This is an optimization exercise on Yosys and OpenROAD, whose aim is small area, a short achievable clock period and few clock cycles per item, not a production implementation.
In this exercise RTL edits were held to simulation tests only and were not proved equivalent to the original.
Power figures rest on the tool's default switching activity, not on a simulated workload.

==> inputs of exp/raven <==
## convsame
module convsame #(
    parameter MAXC = 16
) (
    input  wire               clk,
    input  wire               rst,           
    input  wire               kw_en,
    input  wire [4:0]         kw_addr,
    input  wire signed [15:0] kw_data,
    input  wire               start,
    input  wire [9:0]         cfg_len,       
    input  wire [2:0]         cfg_sps_m1,    
    input  wire [4:0]         cfg_half,      
    output wire               busy,
    input  wire               in_valid,
    output wire               in_ready,
    input  wire signed [15:0] in_re,
    input  wire signed [15:0] in_im,
    output wire               out_valid,
    input  wire               out_ready,
    output wire signed [15:0] out_re,
    output wire signed [15:0] out_im
);
export LEC_CHECK = 0
export CAP_MARGIN = 20
export CELL_PAD_IN_SITES_DETAIL_PLACEMENT = 1
export CELL_PAD_IN_SITES_GLOBAL_PLACEMENT = 1
export CORE_MARGIN = 4
export CORE_UTILIZATION = 40
export PLACE_DENSITY = 0.5
export SLEW_MARGIN = 20
create_clock -name core_clock -period 15.0 [get_ports {clk}]
standard.sh (not shown) runs the stock make flow with config.mk's settings and CLKGATE_MAP_FILE= SYNTH_SCRIPT=/design/flow/synth_recipe.tcl, a recipe that flattens the netlist after the stock synthesis.
==> flow/flow/run.sh <==
#!/bin/bash
set -euo pipefail
export SETUP_SLACK_MARGIN=10.5
bash standard.sh > standard.log 2>&1
==> inputs of exp/pepper, as changes to exp/raven <==
--- a/flow/design.v
+++ b/flow/design.v
@@ -71,16 +71,17 @@
     assign busy      = busy_r;
     assign out_valid = q_v[0];
     assign out_re    = q_re[0];
     assign out_im    = q_im[0];
     wire pop       = q_v[0] && out_ready;
     reg  in_ready_r;
     assign in_ready = in_ready_r;
-    wire can_start = busy_r && !iss_mid && wf && has_out && credit;
-    wire issuing   = iss_mid || can_start;
+    reg  issuing_r;                          
+    wire issuing   = issuing_r;
+    wire can_start = issuing_r && !iss_mid;  
     wire [NU*NS-1:0] act;                    
     wire [NU*NS-1:0] pick;                   
     wire [NU*NS-1:0] left;                   
     generate
         for (u = 0; u < NU; u = u + 1) begin : sel
             wire [NS-1:0] rem;
             for (j = 0; j < NS; j = j + 1) begin : tap
@@ -92,15 +93,18 @@
                         assign act[u*NS+j] = rem_r[K];
                     end
                 end else begin : none
                     assign act[u*NS+j] = 1'b0;
                 end
             end
             assign rem = act[u*NS +: NS];
-            assign pick[u*NS +: NS] = {NS{issuing}} & rem & (~rem + 1'b1);
+            assign pick[u*NS+0] = issuing && rem[0];
+            assign pick[u*NS+1] = issuing && rem[1] && !rem[0];
+            assign pick[u*NS+2] = issuing && rem[2] && !rem[1] && !rem[0];
+            assign pick[u*NS+3] = issuing && rem[3] && !rem[2] && !rem[1] && !rem[0];
             assign left[u*NS +: NS] = rem & ~pick[u*NS +: NS];
         end
     endgenerate
     wire last_cyc = issuing && (left == {NU*NS{1'b0}});
     wire push_req = busy_r && ((!wf && has_out) || (last_cyc && not_final));
     wire push     = push_req && (!nr || ibuf_v);
     wire [W-1:0] nz_n   = push ? {nz[W-2:0], nr} : nz;
@@ -121,20 +125,27 @@
                     pick_k[KTAB[(pu*NS+pj)*5 +: 5]] = pick[pu*NS+pj];
         for (pu = 0; pu <= MAXC; pu = pu + 1)
             act_n[pu] = tapmask[pu] && (nz_n[CTR-pu] || nz_n[CTR+pu]);
     end
     wire busy_n    = rst ? 1'b0 :
                      !busy_r ? (start && cfg_len != 10'd0) :
                      !(pop && last_out);
-    wire wf_n      = busy_r && (lead_n == 5'd17);
-    wire nr_n      = !busy_r ? 1'b1 : push ? (wrap && (rr_n != 10'd0)) : nr;
+    wire wf_n      = busy_r && (((lead == 5'd17) && (push == last_cyc)) ||
+                                ((lead == 5'd16) && push && !last_cyc));
+    wire rr_left   = nr ? (real_rem != 10'd1) : (real_rem != 10'd0);
+    wire nr_n      = !busy_r ? 1'b1 : push ? (wrap && rr_left) : nr;
     wire rdy_take  = (in_rem != 10'd1) && !wf_n && nr_n;
     wire rdy_keep  = !busy_r ? 1'b1 :
                      in_more && (!(ibuf_v && !(push && nr)) || (!wf_n && nr_n));
     wire in_ready_n = busy_n && (take ? rdy_take : rdy_keep);
+    wire iss_mid_n = busy_r && (issuing ? !last_cyc : iss_mid);
+    wire has_out_n = last_cyc ? (iss_rem != 13'd1) : has_out;
+    wire iss_go    = iss_mid_n || (wf_n && has_out_n);
+    wire iss_nopop = iss_mid_n || (wf_n && has_out_n && (infl_p != D[2:0]));
+    wire issuing_n = busy_r && (pop ? (iss_go && !last_out) : iss_nopop);
     reg         v0_last, v1_last;
     reg         s0_first, s1_first;
     reg signed [16:0] pa_re [0:NU-1];
     reg signed [16:0] pa_im [0:NU-1];
     reg [7:0]   b_one [0:NU-1];
     reg [7:0]   b_two [0:NU-1];
     reg [7:0]   b_neg [0:NU-1];
@@ -245,25 +256,27 @@
     always @(posedge clk) begin
         if (rst) begin
             busy_r   <= 1'b0;
             init     <= 1'b0;
             ibuf_v   <= 1'b0;
             iss_mid  <= 1'b0;
             in_ready_r <= 1'b0;
+            issuing_r  <= 1'b0;
             inflight <= 3'd0;
             credit   <= 1'b1;
             has_out  <= 1'b0;
             v0_last  <= 1'b0;
             v1_last  <= 1'b0;
             s0_first <= 1'b0;
             s1_first <= 1'b0;
             v2       <= 1'b0;
             q_v      <= {D{1'b0}};
         end else begin
             in_ready_r <= in_ready_n;
+            issuing_r  <= issuing_n;
             s0_first <= can_start;
             s1_first <= s0_first;
             v0_last  <= last_cyc;
             v1_last  <= v0_last;
             v2       <= v1_last;
             q_v      <= sh_v | slot;
             if (!busy_r) begin
@@ -301,19 +314,19 @@
                 end else if (push && nr) begin
                     ibuf_v  <= 1'b0;
                 end
                 nz       <= nz_n;
                 real_rem <= rr_n;
                 if (push) begin
                     phase <= wrap ? 3'd0 : phase + 3'd1;
-                    nr    <= wrap && (rr_n != 10'd0);
+                    nr    <= wrap && rr_left;
                 end
                 rem_r <= (issuing && !last_cyc) ? (rem_r & ~pick_k) : act_n;
                 lead <= lead_n;
-                wf   <= (lead_n == 5'd17);
+                wf   <= wf_n;
                 if (issuing)
                     iss_mid <= !last_cyc;
                 if (last_cyc) begin
                     iss_rem   <= iss_rem - 13'd1;
                     has_out   <= (iss_rem != 13'd1);
                     not_final <= (iss_rem != 13'd2);
                 end
==> flow/flow/run.sh (replaced) <==
#!/bin/bash
set -euo pipefail
export SETUP_SLACK_MARGIN=10.45
bash standard.sh > standard.log 2>&1
==> inputs of exp/amber, as changes to exp/raven <==
--- a/flow/design.v
+++ b/flow/design.v
@@ -71,16 +71,17 @@
     assign busy      = busy_r;
     assign out_valid = q_v[0];
     assign out_re    = q_re[0];
     assign out_im    = q_im[0];
     wire pop       = q_v[0] && out_ready;
     reg  in_ready_r;
     assign in_ready = in_ready_r;
-    wire can_start = busy_r && !iss_mid && wf && has_out && credit;
-    wire issuing   = iss_mid || can_start;
+    reg  issuing_r;                          
+    wire issuing   = issuing_r;
+    wire can_start = issuing_r && !iss_mid;  
     wire [NU*NS-1:0] act;                    
     wire [NU*NS-1:0] pick;                   
     wire [NU*NS-1:0] left;                   
     generate
         for (u = 0; u < NU; u = u + 1) begin : sel
             wire [NS-1:0] rem;
             for (j = 0; j < NS; j = j + 1) begin : tap
@@ -92,15 +93,18 @@
                         assign act[u*NS+j] = rem_r[K];
                     end
                 end else begin : none
                     assign act[u*NS+j] = 1'b0;
                 end
             end
             assign rem = act[u*NS +: NS];
-            assign pick[u*NS +: NS] = {NS{issuing}} & rem & (~rem + 1'b1);
+            assign pick[u*NS+0] = issuing && rem[0];
+            assign pick[u*NS+1] = issuing && rem[1] && !rem[0];
+            assign pick[u*NS+2] = issuing && rem[2] && !rem[1] && !rem[0];
+            assign pick[u*NS+3] = issuing && rem[3] && !rem[2] && !rem[1] && !rem[0];
             assign left[u*NS +: NS] = rem & ~pick[u*NS +: NS];
         end
     endgenerate
     wire last_cyc = issuing && (left == {NU*NS{1'b0}});
     wire push_req = busy_r && ((!wf && has_out) || (last_cyc && not_final));
     wire push     = push_req && (!nr || ibuf_v);
     wire [W-1:0] nz_n   = push ? {nz[W-2:0], nr} : nz;
@@ -121,20 +125,27 @@
                     pick_k[KTAB[(pu*NS+pj)*5 +: 5]] = pick[pu*NS+pj];
         for (pu = 0; pu <= MAXC; pu = pu + 1)
             act_n[pu] = tapmask[pu] && (nz_n[CTR-pu] || nz_n[CTR+pu]);
     end
     wire busy_n    = rst ? 1'b0 :
                      !busy_r ? (start && cfg_len != 10'd0) :
                      !(pop && last_out);
-    wire wf_n      = busy_r && (lead_n == 5'd17);
-    wire nr_n      = !busy_r ? 1'b1 : push ? (wrap && (rr_n != 10'd0)) : nr;
+    wire wf_n      = busy_r && (((lead == 5'd17) && (push == last_cyc)) ||
+                                ((lead == 5'd16) && push && !last_cyc));
+    wire rr_left   = nr ? (real_rem != 10'd1) : (real_rem != 10'd0);
+    wire nr_n      = !busy_r ? 1'b1 : push ? (wrap && rr_left) : nr;
     wire rdy_take  = (in_rem != 10'd1) && !wf_n && nr_n;
     wire rdy_keep  = !busy_r ? 1'b1 :
                      in_more && (!(ibuf_v && !(push && nr)) || (!wf_n && nr_n));
     wire in_ready_n = busy_n && (take ? rdy_take : rdy_keep);
+    wire iss_mid_n = busy_r && (issuing ? !last_cyc : iss_mid);
+    wire has_out_n = last_cyc ? (iss_rem != 13'd1) : has_out;
+    wire iss_go    = iss_mid_n || (wf_n && has_out_n);
+    wire iss_nopop = iss_mid_n || (wf_n && has_out_n && (infl_p != D[2:0]));
+    wire issuing_n = busy_r && (pop ? (iss_go && !last_out) : iss_nopop);
     reg         v0_last, v1_last;
     reg         s0_first, s1_first;
     reg signed [16:0] pa_re [0:NU-1];
     reg signed [16:0] pa_im [0:NU-1];
     reg [7:0]   b_one [0:NU-1];
     reg [7:0]   b_two [0:NU-1];
     reg [7:0]   b_neg [0:NU-1];
@@ -245,25 +256,27 @@
     always @(posedge clk) begin
         if (rst) begin
             busy_r   <= 1'b0;
             init     <= 1'b0;
             ibuf_v   <= 1'b0;
             iss_mid  <= 1'b0;
             in_ready_r <= 1'b0;
+            issuing_r  <= 1'b0;
             inflight <= 3'd0;
             credit   <= 1'b1;
             has_out  <= 1'b0;
             v0_last  <= 1'b0;
             v1_last  <= 1'b0;
             s0_first <= 1'b0;
             s1_first <= 1'b0;
             v2       <= 1'b0;
             q_v      <= {D{1'b0}};
         end else begin
             in_ready_r <= in_ready_n;
+            issuing_r  <= issuing_n;
             s0_first <= can_start;
             s1_first <= s0_first;
             v0_last  <= last_cyc;
             v1_last  <= v0_last;
             v2       <= v1_last;
             q_v      <= sh_v | slot;
             if (!busy_r) begin
@@ -301,19 +314,19 @@
                 end else if (push && nr) begin
                     ibuf_v  <= 1'b0;
                 end
                 nz       <= nz_n;
                 real_rem <= rr_n;
                 if (push) begin
                     phase <= wrap ? 3'd0 : phase + 3'd1;
-                    nr    <= wrap && (rr_n != 10'd0);
+                    nr    <= wrap && rr_left;
                 end
                 rem_r <= (issuing && !last_cyc) ? (rem_r & ~pick_k) : act_n;
                 lead <= lead_n;
-                wf   <= (lead_n == 5'd17);
+                wf   <= wf_n;
                 if (issuing)
                     iss_mid <= !last_cyc;
                 if (last_cyc) begin
                     iss_rem   <= iss_rem - 13'd1;
                     has_out   <= (iss_rem != 13'd1);
                     not_final <= (iss_rem != 13'd2);
                 end
==> flow/flow/run.sh (replaced) <==
#!/bin/bash
set -euo pipefail
export SETUP_SLACK_MARGIN=10.45
bash standard.sh > standard.log 2>&1
CTS_CLUSTER_DIAMETER = 80   (was not set)
CTS_CLUSTER_SIZE = 30   (was not set)
==> comparison table <==
End of the worst register-to-register path: exp/raven pa_im[0][13]; exp/amber mid_im[90]; exp/pepper mid_re[84]
Clock net power: exp/raven 7330 µW; exp/amber 5090 µW; exp/pepper 7040 µW
Register-to-Register Path Depth: exp/raven 21; exp/amber 8; exp/pepper 11
Met1 usage: exp/raven 0.414; exp/amber 0.455; exp/pepper 0.454
Sum of buffers and inverters on the critical path: exp/raven 5; exp/amber 1; exp/pepper 4
Total CTS buffers: exp/raven 296; exp/amber 155; exp/pepper 296
Area of the die: exp/raven 393000 µm²; exp/amber 393000 µm²; exp/pepper 393000 µm²
Worst setup slack before clock tree synthesis: exp/raven 6.91 ns; exp/amber 8.61 ns; exp/pepper 8.61 ns
Buffer share of cell area: exp/raven 0.0470; exp/amber 0.0383; exp/pepper 0.0370
Final #Nets: exp/raven 14900; exp/amber 14700; exp/pepper 14900
Area fraction of the dominant cell type after synthesis: exp/raven 0.323; exp/amber 0.323; exp/pepper 0.323
Top achievable clock speed: exp/raven 205 MHz; exp/amber 210 MHz; exp/pepper 216 MHz
Reg clk slew, reported paths: exp/raven 0.06 ns; exp/amber 0.12 ns; exp/pepper 0.05 ns
Clock buffers: exp/raven 408; exp/amber 171; exp/pepper 394
Comb power frac: exp/raven 0.280; exp/amber 0.200; exp/pepper 0.173
Result of the run: exp/raven timing/DRC/antenna clean; exp/amber timing/DRC/antenna clean; exp/pepper timing/DRC/antenna clean
Met2 usage: exp/raven 0.516; exp/amber 0.536; exp/pepper 0.539
Flop pwr share: exp/raven 0.378; exp/amber 0.482; exp/pepper 0.432
Switch share: exp/raven 0.336; exp/amber 0.324; exp/pepper 0.299
Growth of design area from synthesis to finish: exp/raven 14.8%; exp/amber 10.4%; exp/pepper 12.6%
Crit-path slowest cell: exp/raven sky130_fd_sc_hd__a222oi_1; exp/amber sky130_fd_sc_hd__dfxtp_2; exp/pepper sky130_fd_sc_hd__dfxtp_2
Relative contribution of the clock network to total power: exp/raven 0.342; exp/amber 0.319; exp/pepper 0.395
Testbench counts of exp/raven, summed over its fixed seeds: cycles 17,194, items 10,661.
Testbench counts of exp/pepper, summed over its fixed seeds: cycles 17,194, items 10,661.
Testbench counts of exp/amber, summed over its fixed seeds: cycles 17,194, items 10,661.

## port drivers added, routing unchanged
The results above use ideal ports. As a check the final layouts listed here were re-extracted and re-timed, cells and wires unchanged. Step 1 (the two cells are an assumption about what drives the block):
set clk [get_ports {clk}]
set_driving_cell -lib_cell sky130_fd_sc_hd__clkbuf_16 $clk
set_driving_cell -lib_cell sky130_fd_sc_hd__buf_2 [delete_from_list [all_inputs] $clk]
Step 2 times the ports against the registers' clock, not the clock port: input delays grow and output delays shrink by t, the midpoint of the rising clock arrivals with the driver on. Slacks: no drivers / after step 1 / after step 2; pairs: no drivers / after step 1.
run	t, ns	setup slack, ns	hold slack, ns	worst setup path at the end	latest minus earliest clock arrival (ns)
exp/raven	1.034	10.127 / 10.127 / 9.684	0.417 / 0.417 / 0.417	input to register	0.068 / 0.069
exp/pepper	1.038	10.378 / 10.360 / 9.605	0.419 / 0.419 / 0.419	input to register	0.125 / 0.125
exp/amber	1.042	10.234 / 10.234 / 9.550	0.416 / 0.416 / 0.416	input to register	0.113 / 0.113
After both steps setup and hold are still met in every run listed. For exp/pepper, which loses most, drivers alone change the setup slack by -0.018 ns; drivers and shift together by -0.773 ns.
